From an optimization exercise on the open Yosys and OpenROAD flow, aimed at small area; shortcuts taken in it are not production practice.
The RTL was checked by simulation tests, not by an equivalence proof against the original design.

===== run.sh =====
#!/bin/bash
# synth_recipe.tcl (not shown) runs the flow's synth.tcl, then flattens the netlist and writes it again
# the make line also repeats each setting of config.mk as NAME=value (left out here)
make -C /OpenROAD-flow-scripts/flow DESIGN_CONFIG=/design/flow/config.mk WORK_HOME=/design/flow/orfs CLKGATE_MAP_FILE= SYNTH_SCRIPT=/design/flow/synth_recipe.tcl finish

===== config.mk =====
export PLATFORM = sky130hd
export DESIGN_NAME = ibus_core
export DESIGN_NICKNAME = ibus_core
export VERILOG_FILES = /design/flow/design.v
export SDC_FILE = /design/flow/constraint.sdc
export NUM_CORES = 4
export LEC_CHECK = 0
export CAP_MARGIN = 20
export CORE_MARGIN = 2
export CORE_UTILIZATION = 40
export PLACE_DENSITY = 0.6
export SLEW_MARGIN = 20

===== constraint.sdc =====
create_clock -name core_clock -period 10.0 [get_ports {clk}]
set_input_delay 2.0000 -clock core_clock [delete_from_list [all_inputs] [get_ports {clk}]]
set_output_delay 2.0000 -clock core_clock [all_outputs]
set_load 0.01 [all_outputs]

===== design.v =====
module ibus_core (
    input  wire        clk,
    input  wire        rst,           
    input  wire        rx,            
    output reg         tx,            
    output wire        tx_en,         
    input  wire        req_valid,
    input  wire        req_send,      
    input  wire [3:0]  req_cmd,
    input  wire [3:0]  req_id,
    input  wire [2:0]  req_len,       
    input  wire [31:0] req_data,      
    output reg         dec_valid,
    output reg  [1:0]  dec_status,    
    output reg  [3:0]  dec_cmd,
    output reg  [3:0]  dec_id,
    output wire        frame_ready
);
    localparam [3:0] BIT_LAST  = 4'd15;    
    localparam [3:0] HALF_LAST = 4'd7;     
    localparam [8:0] GAP_CYCLES = 9'd320;
    localparam [1:0] ST_NOTREADY = 2'd0;
    localparam [1:0] ST_OK       = 2'd1;
    localparam [1:0] ST_CHKERR   = 2'd2;
    localparam [1:0] SEQ_IDLE  = 2'd0;
    localparam [1:0] SEQ_SEND  = 2'd1;
    localparam [1:0] SEQ_DRAIN = 2'd2;
    localparam [1:0] RX_IDLE  = 2'd0;
    localparam [1:0] RX_START = 2'd1;
    localparam [1:0] RX_DATA  = 2'd2;
    localparam [1:0] RX_STOP  = 2'd3;
    reg  [7:0] buf_q [0:7];      
    reg  [3:0] cur;              
    reg        gap_flag;
    reg        timer_armed;
    reg  [8:0] gap_cnt;
    reg        taken;
    reg        rx_en;
    reg  [1:0] seq;
    reg  [3:0] tx_idx;
    reg  [3:0] tx_len;
    reg        hold_full;
    reg  [7:0] hold_data;
    reg        shift_full;
    reg  [7:0] shift_data;
    reg        txc;
    reg  [3:0] t_cnt;
    reg  [3:0] t_bit;            
    reg        rx_s1, rx_s2;     
    reg  [1:0] r_state;
    reg  [3:0] r_cnt;
    reg  [2:0] r_bit;
    reg  [7:0] r_shift;
    assign tx_en       = ~rx_en;
    assign frame_ready = (cur >= 4'd4) && !taken && (seq == SEQ_IDLE);
    wire host_idle  = (seq == SEQ_IDLE);
    wire dec_fire   = req_valid && !req_send && host_idle;
    wire send_fire  = req_valid &&  req_send && host_idle && (req_len <= 3'd4);
    wire [15:0] dec_expected = 16'hFFFF - ({8'd0, buf_q[0]} + {8'd0, buf_q[1]});
    wire [15:0] dec_received = {buf_q[3], buf_q[2]};
    wire        dec_avail    = !taken && (cur >= 4'd4);
    wire [7:0]  enc_header = 8'd4 + {5'd0, req_len};
    wire [7:0]  enc_cmdid  = {req_cmd, req_id};
    wire [7:0]  enc_d0 = req_data[7:0];
    wire [7:0]  enc_d1 = req_data[15:8];
    wire [7:0]  enc_d2 = req_data[23:16];
    wire [7:0]  enc_d3 = req_data[31:24];
    wire [15:0] enc_sum = {8'd0, enc_header} + {8'd0, enc_cmdid}
                        + ((req_len > 3'd0) ? {8'd0, enc_d0} : 16'd0)
                        + ((req_len > 3'd1) ? {8'd0, enc_d1} : 16'd0)
                        + ((req_len > 3'd2) ? {8'd0, enc_d2} : 16'd0)
                        + ((req_len > 3'd3) ? {8'd0, enc_d3} : 16'd0);
    wire [15:0] enc_chk = 16'hFFFF - enc_sum;
    wire [47:0] enc_data = {16'd0, req_data};
    wire [31:0] len32 = {29'd0, req_len};
    wire       rx_byte_valid = (r_state == RX_STOP) && (r_cnt == BIT_LAST) && rx_s2;
    wire       rx_accept     = rx_byte_valid && rx_en && !send_fire;
    wire       frame_start   = rx_accept && gap_flag;
    wire [3:0] cur_base      = frame_start ? 4'd0 : cur;
    always @(posedge clk) begin
        if (rst) begin
            rx_s1   <= 1'b1;
            rx_s2   <= 1'b1;
            r_state <= RX_IDLE;
            r_cnt   <= 4'd0;
            r_bit   <= 3'd0;
        end else begin
            rx_s1 <= rx;
            rx_s2 <= rx_s1;
            if (!rx_en || send_fire) begin
                r_state <= RX_IDLE;
                r_cnt   <= 4'd0;
                r_bit   <= 3'd0;
            end else begin
                case (r_state)
                    RX_IDLE: begin
                        r_cnt <= 4'd0;
                        if (!rx_s2)
                            r_state <= RX_START;
                    end
                    RX_START: begin
                        if (r_cnt == HALF_LAST) begin
                            r_cnt <= 4'd0;
                            r_bit <= 3'd0;
                            r_state <= rx_s2 ? RX_IDLE : RX_DATA;
                        end else begin
                            r_cnt <= r_cnt + 4'd1;
                        end
                    end
                    RX_DATA: begin
                        if (r_cnt == BIT_LAST) begin
                            r_cnt   <= 4'd0;
                            r_shift <= {rx_s2, r_shift[7:1]};
                            if (r_bit == 3'd7)
                                r_state <= RX_STOP;
                            r_bit <= r_bit + 3'd1;
                        end else begin
                            r_cnt <= r_cnt + 4'd1;
                        end
                    end
                    RX_STOP: begin
                        if (r_cnt == BIT_LAST) begin
                            r_cnt   <= 4'd0;
                            r_state <= RX_IDLE;
                        end else begin
                            r_cnt <= r_cnt + 4'd1;
                        end
                    end
                endcase
            end
        end
    end
    always @(posedge clk) begin
        if (rst) begin
            gap_flag    <= 1'b1;
            timer_armed <= 1'b0;
            gap_cnt     <= 9'd0;
        end else if (rx_accept) begin
            gap_flag    <= 1'b0;
            timer_armed <= 1'b1;
            gap_cnt     <= GAP_CYCLES;
        end else if (timer_armed) begin
            gap_cnt <= gap_cnt - 9'd1;
            if (gap_cnt == 9'd1) begin
                gap_flag    <= 1'b1;
                timer_armed <= 1'b0;
            end
        end
    end
    integer i;
    always @(posedge clk) begin
        if (send_fire) begin
            buf_q[0] <= enc_header;
            buf_q[1] <= enc_cmdid;
            for (i = 2; i < 8; i = i + 1) begin
                if (i - 2 < len32)
                    buf_q[i] <= enc_data[8*(i-2) +: 8];
                else if (i - 2 == len32)
                    buf_q[i] <= enc_chk[7:0];
                else if (i - 3 == len32)
                    buf_q[i] <= enc_chk[15:8];
            end
        end else if (rx_accept && cur_base < 4'd8) begin
            buf_q[cur_base[2:0]] <= r_shift;
        end
    end
    always @(posedge clk) begin
        if (rst) begin
            cur   <= 4'd0;
            taken <= 1'b0;
        end else begin
            if (rx_accept) begin
                if (cur_base < 4'd8)
                    cur <= cur_base + 4'd1;
                else
                    cur <= cur_base;
            end
            if (frame_start)
                taken <= 1'b0;
            else if (send_fire || (dec_fire && dec_avail))
                taken <= 1'b1;
        end
    end
    always @(posedge clk) begin
        if (rst) begin
            dec_valid  <= 1'b0;
            dec_status <= ST_NOTREADY;
        end else begin
            dec_valid <= dec_fire;
            if (dec_fire) begin
                if (!dec_avail)
                    dec_status <= ST_NOTREADY;
                else if (dec_received == dec_expected)
                    dec_status <= ST_OK;
                else
                    dec_status <= ST_CHKERR;
            end
        end
    end
    always @(posedge clk) begin
        if (dec_fire) begin
            dec_cmd <= buf_q[1][7:4];
            dec_id  <= buf_q[1][3:0];
        end
    end
    wire tx_write = (seq == SEQ_SEND) && !hold_full;
    wire tx_load  = !shift_full && hold_full;
    wire tx_done  = shift_full && (t_bit == 4'd9) && (t_cnt == BIT_LAST);
    wire enable_rx = (seq == SEQ_DRAIN) && txc;
    always @(posedge clk) begin
        if (rst) begin
            seq    <= SEQ_IDLE;
            tx_idx <= 4'd0;
            tx_len <= 4'd0;
            rx_en  <= 1'b1;
        end else begin
            if (send_fire) begin
                rx_en  <= 1'b0;
                tx_len <= 4'd4 + {1'b0, req_len};
                tx_idx <= 4'd0;
                seq    <= SEQ_SEND;
            end else if (tx_write) begin
                tx_idx <= tx_idx + 4'd1;
                if (tx_idx + 4'd1 == tx_len)
                    seq <= SEQ_DRAIN;
            end else if (enable_rx) begin
                rx_en <= 1'b1;
                seq   <= SEQ_IDLE;
            end
        end
    end
    always @(posedge clk) begin
        if (tx_write)
            hold_data <= buf_q[tx_idx[2:0]];
        if (tx_load)
            shift_data <= hold_data;
    end
    always @(posedge clk) begin
        if (rst) begin
            hold_full  <= 1'b0;
            shift_full <= 1'b0;
            txc        <= 1'b0;
            t_cnt      <= 4'd0;
            t_bit      <= 4'd0;
        end else begin
            if (tx_write)
                hold_full <= 1'b1;
            else if (tx_load)
                hold_full <= 1'b0;
            if (tx_load) begin
                shift_full <= 1'b1;
                t_cnt      <= 4'd0;
                t_bit      <= 4'd0;
            end else if (shift_full) begin
                if (t_cnt == BIT_LAST) begin
                    t_cnt <= 4'd0;
                    if (t_bit == 4'd9)
                        shift_full <= 1'b0;
                    else
                        t_bit <= t_bit + 4'd1;
                end else begin
                    t_cnt <= t_cnt + 4'd1;
                end
            end
            if (tx_write || enable_rx)
                txc <= 1'b0;
            else if (tx_done && !hold_full)
                txc <= 1'b1;
        end
    end
    always @(posedge clk) begin
        if (rst)
            tx <= 1'b1;
        else if (!shift_full)
            tx <= 1'b1;
        else if (t_bit == 4'd0)
            tx <= 1'b0;
        else if (t_bit == 4'd9)
            tx <= 1'b1;
        else
            tx <= shift_data[t_bit[2:0] - 3'd1];
    end
endmodule

==> out/qor.yml <==
initial_utilization_pct: 40.8
dp_cells: 1175
drv_slew: 0
drv_cap: 0
cts_tree: "done"
critPathKind: "primary input to register"
powerDensity_mw_per_mm2: 174
yosys.area.top_type: "edfxtp_1"
cp-start-kind: "primary input"
combPwrFrac_pct: 27.0
r2r_start: "r_cnt[0]"
fin_crit_ns: 7.27
area_growth_syn_to_layout_pct: 16.3
synth-seq-cells: 149
maxSlewHeadroom_pct: 29.7
post-route-drc-count: 0
numPortBuffers: 61
peakVddDrop_uv: 94.5
tightest_slew_ns: 1.05
status: "finished clean"
synth_edf_count: 96
cts_hold_buf: 0
internal-power_mw: 1.22
fin_setup_tns_ns: 0
grt_max_degree: 28
cts_buffers: 17
end_kind: "register"
num_rows: 54
ant_nets: 0
num_antenna_cells: 0
synth_area_mm2: 0.00893
initialDrtViolationCount: 575
ys_types: 68
cts.sinks: 149
grt_antenna_before_repair: 0
power_switching_mw: 0.594
hp-class: "register to register"
viasPerCell: 5.54
ioPinCount: 62
drt_pre_antenna_iters: 5
ctsResizeCount: 0
track_usage_pct: 20.9
power.share.clock_pct: 35.1
synthArstFlopShare_pct: 0
switching_share_pct: 32.8
post-route-util_pct: 47.4
postCtsSetupBuffers: 0
synth_ff_type: "edfxtp_1"
fin_skew_ns: 0.0183
dieArea_mm2: 0.0235
fin_crit_sh_pct: 72.7
htree_levels: 4
path_max_fanout: 19
core_area_mm2: 0.0219
clk_pin_slew_ns: 0.06
avgSynthCellArea_um2: 10.3
hold_violations: 0
ys_seq_area_share_pct: 44.2
synth_cells: 865
synth_nets: 974
gp_congestion: 0.936
fin_cells: 1207
fmax_mhz: 138
wl_per_cell_um: 19.8
power.leakage_nw: 3.81
yosys_warnings: 1
dp.final_hpwl_mm: 18.6
critPathLaunch: "req_len[2]"
rsz0062_at_grt: "false"
die_x_um: 153
grt_pass1_vias: 6565
vias: 6689
cp.required_ns: 10.16
synth_top_area_share_pct: 32.3
clock_latency_ns: 0.44
power_mw: 1.81
wl_mm: 23.9
drive_above_1_share_pct: 9.60
synthTopCellsByArea: "edfxtp_1 (32%), dfxtp_1 (12%), fa_1 (6.3%)"
cts.path.max_buffers: 2
root_buffer: "clkbuf_16"
setup_viol: 0
fillCellCount: 2066
min_from: "hold_data[4]"
sequentialPowerShare_pct: 37.9
final_net_count: 1023
grt_overflow: 0
cp.arrival_ns: 7.43
grt_pass1_wl_mm: 37.6
die_y_um: 153
[layout by cell type (no fill, tap or decap), types with 6 or more instances in the layout]
master / count
clkbuf_16: 19
nor2_1: 77
a211oi_1: 6
ha_1: 33
nand4_1: 7
o21ai_0: 56
and2_1: 22
nor2b_1: 12
inv_6: 6
dfxtp_1: 53
xor2_1: 16
edfxtp_1: 96
nand2_1: 93
or3_1: 8
inv_1: 54
mux4_2: 18
a221o_1: 8
xnor2_1: 24
nor4_1: 8
nor3_1: 12
o22ai_1: 10
a21oi_1: 49
fa_1: 28
mux2i_1: 13
nand3_1: 18
clkdlybuf4s50_1: 61
o211ai_1: 8
mux2_2: 10
nand2b_1: 9
[critical path, cell delays in order]
cell             delay, ns
clkdlybuf4s50_1       0.74
nor2_1                0.60
nand2_1               0.34
and2_1                0.28
fa_1                  0.51
fa_1                  0.54
inv_1                 0.05
fa_1                  0.46
inv_1                 0.07
ha_1                  0.18
inv_1                 0.06
fa_1                  0.39
nor2b_1               0.17
o31a_1                0.23
o31ai_1               0.12
a21oi_1               0.39
a211o_1               0.19
o21ai_0               0.10
[stage by stage]
| stage | hold WS (ns) | instance area, µm² | setup WS [ns] |
|---|---|---|---|
| after floorplan | 0.389 | 8930 | 3.67 |
| after global placement | 0.403 | 9790 | 2.58 |
| after detailed placement | 0.405 | 9790 | 2.30 |
| after CTS | 0.420 | 10400 | 2.77 |
| after global routing | 0.426 | 10400 | 2.39 |
| final | 0.418 | 10400 | 2.73 |
[cell families after synthesis]
family / Yosys count / synth area share [%]
adders and majority gates: 61 / 10.9
xor gates and xnor gates: 40 / 3.92
buffers and inverters: 91 / 3.91
DFF: 149 / 44.2
AOI/OAI and AO/OA: 180 / 12.6
muxes: 46 / 8.10
and+or+nand+nor: 298 / 16.4
[power groups by stage]
stage	combinational, mW	clock [mW]	sequential, mW
after global placement	0.476	0	0.699
final	0.490	0.636	0.686
after global routing	0.529	0.674	0.688
after detailed placement	0.478	0	0.700
after CTS	0.480	0.648	0.686
after floorplan	0.320	0	0.695
[path summary, 6_finish.rpt]
path                         to  slack (ns)  depth (start not counted)
setup / recovery    buf_q[5][2]        2.73                         18
hold / removal    shift_data[4]        0.42                          0
setup reg to reg    buf_q[4][4]        6.82                          6
hold reg to reg   shift_data[4]        0.42                          0
[per-layer routing]
layer | track usage [%] | vias up | wire length, µm
met2 | 31.8 | 248 | 10500
met3 | 4.93 | 56 | 1680
met5 | 0 | - | 0
met1 | 29.0 | 3173 | 10900
met4 | 7.95 | 0 | 811
li1 | - | 3212 | -
[synthesized netlist by cell type (4+ instances only)]
| master | number |
|---|---|
| and2_1 | 22 |
| o211ai_1 | 8 |
| clkbuf_1 | 31 |
| nor3b_1 | 4 |
| mux2_4 | 5 |
| xor2_1 | 16 |
| a211oi_1 | 6 |
| ha_1 | 33 |
| a21o_1 | 5 |
| nor2b_1 | 12 |
| a221o_1 | 8 |
| mux2i_1 | 13 |
| and3_1 | 4 |
| edfxtp_1 | 96 |
| nor4_1 | 8 |
| nand3b_1 | 4 |
| o22ai_1 | 10 |
| nand2_1 | 93 |
| o21ai_0 | 56 |
| nand3_1 | 18 |
| or3_1 | 8 |
| a21oi_1 | 49 |
| dfxtp_1 | 53 |
| nand2b_1 | 9 |
| nor2_1 | 77 |
| or2_2 | 5 |
| xnor2_1 | 24 |
| nand4_1 | 7 |
| fa_1 | 28 |
| mux2_2 | 10 |
| nor3_1 | 12 |
| inv_1 | 54 |
| mux4_2 | 18 |
[registers in the layout (all words and copies together), names as in the netlist, 8 cells and up, named ones only]
register and cells:
buf_q 64, gap_cnt 9, hold_data 8, r_shift 8, shift_data 8
[area by class of cell]
| cell class | count | area, µm² | share of cell area, % |
|---|---|---|---|
| Multi-Input combinational cell | 625 | 4640 | 44.7 |
| Timing Repair Buffer | 66 | 648 | 6.24 |
| Clock inverter | 13 | 123 | 1.18 |
| Clock buffer | 19 | 475 | 4.58 |
| Sequential cell | 149 | 3940 | 38.0 |
| Inverter | 55 | 206 | 1.99 |
| Tap cell | 280 | 350 | 3.37 |

## re-timing with driven ports
How much do the figures lean on ideal ports? The routed layout below was timed once more, with nothing changed but the port constraints.
Step 1 (the two cells are an assumption about what drives the block):
set clk [get_ports {clk}]
set_driving_cell -lib_cell sky130_fd_sc_hd__clkbuf_16 $clk
set_driving_cell -lib_cell sky130_fd_sc_hd__buf_2 [delete_from_list [all_inputs] $clk]
Step 2 moves the port delays by t, midway between the first and last clock arrival at a register: inputs arrive t later, outputs are due t later. That takes back most of the time a late clock gives input paths.
Slacks: ideal ports / drivers / drivers and shift; pairs: ideal ports / drivers.
t, ns: 0.471
slack for setup (ns): 2.733 / 2.755 / 2.284
hold WS [ns]: 0.418 / 0.418 / 0.418
clock arrival spread, ns: 0.018 / 0.018
cell pins on the clock port's net: 1
After both steps setup and hold are still met in this run. For this run, drivers alone change the setup slack by +0.022 ns; drivers and shift together by -0.449 ns.
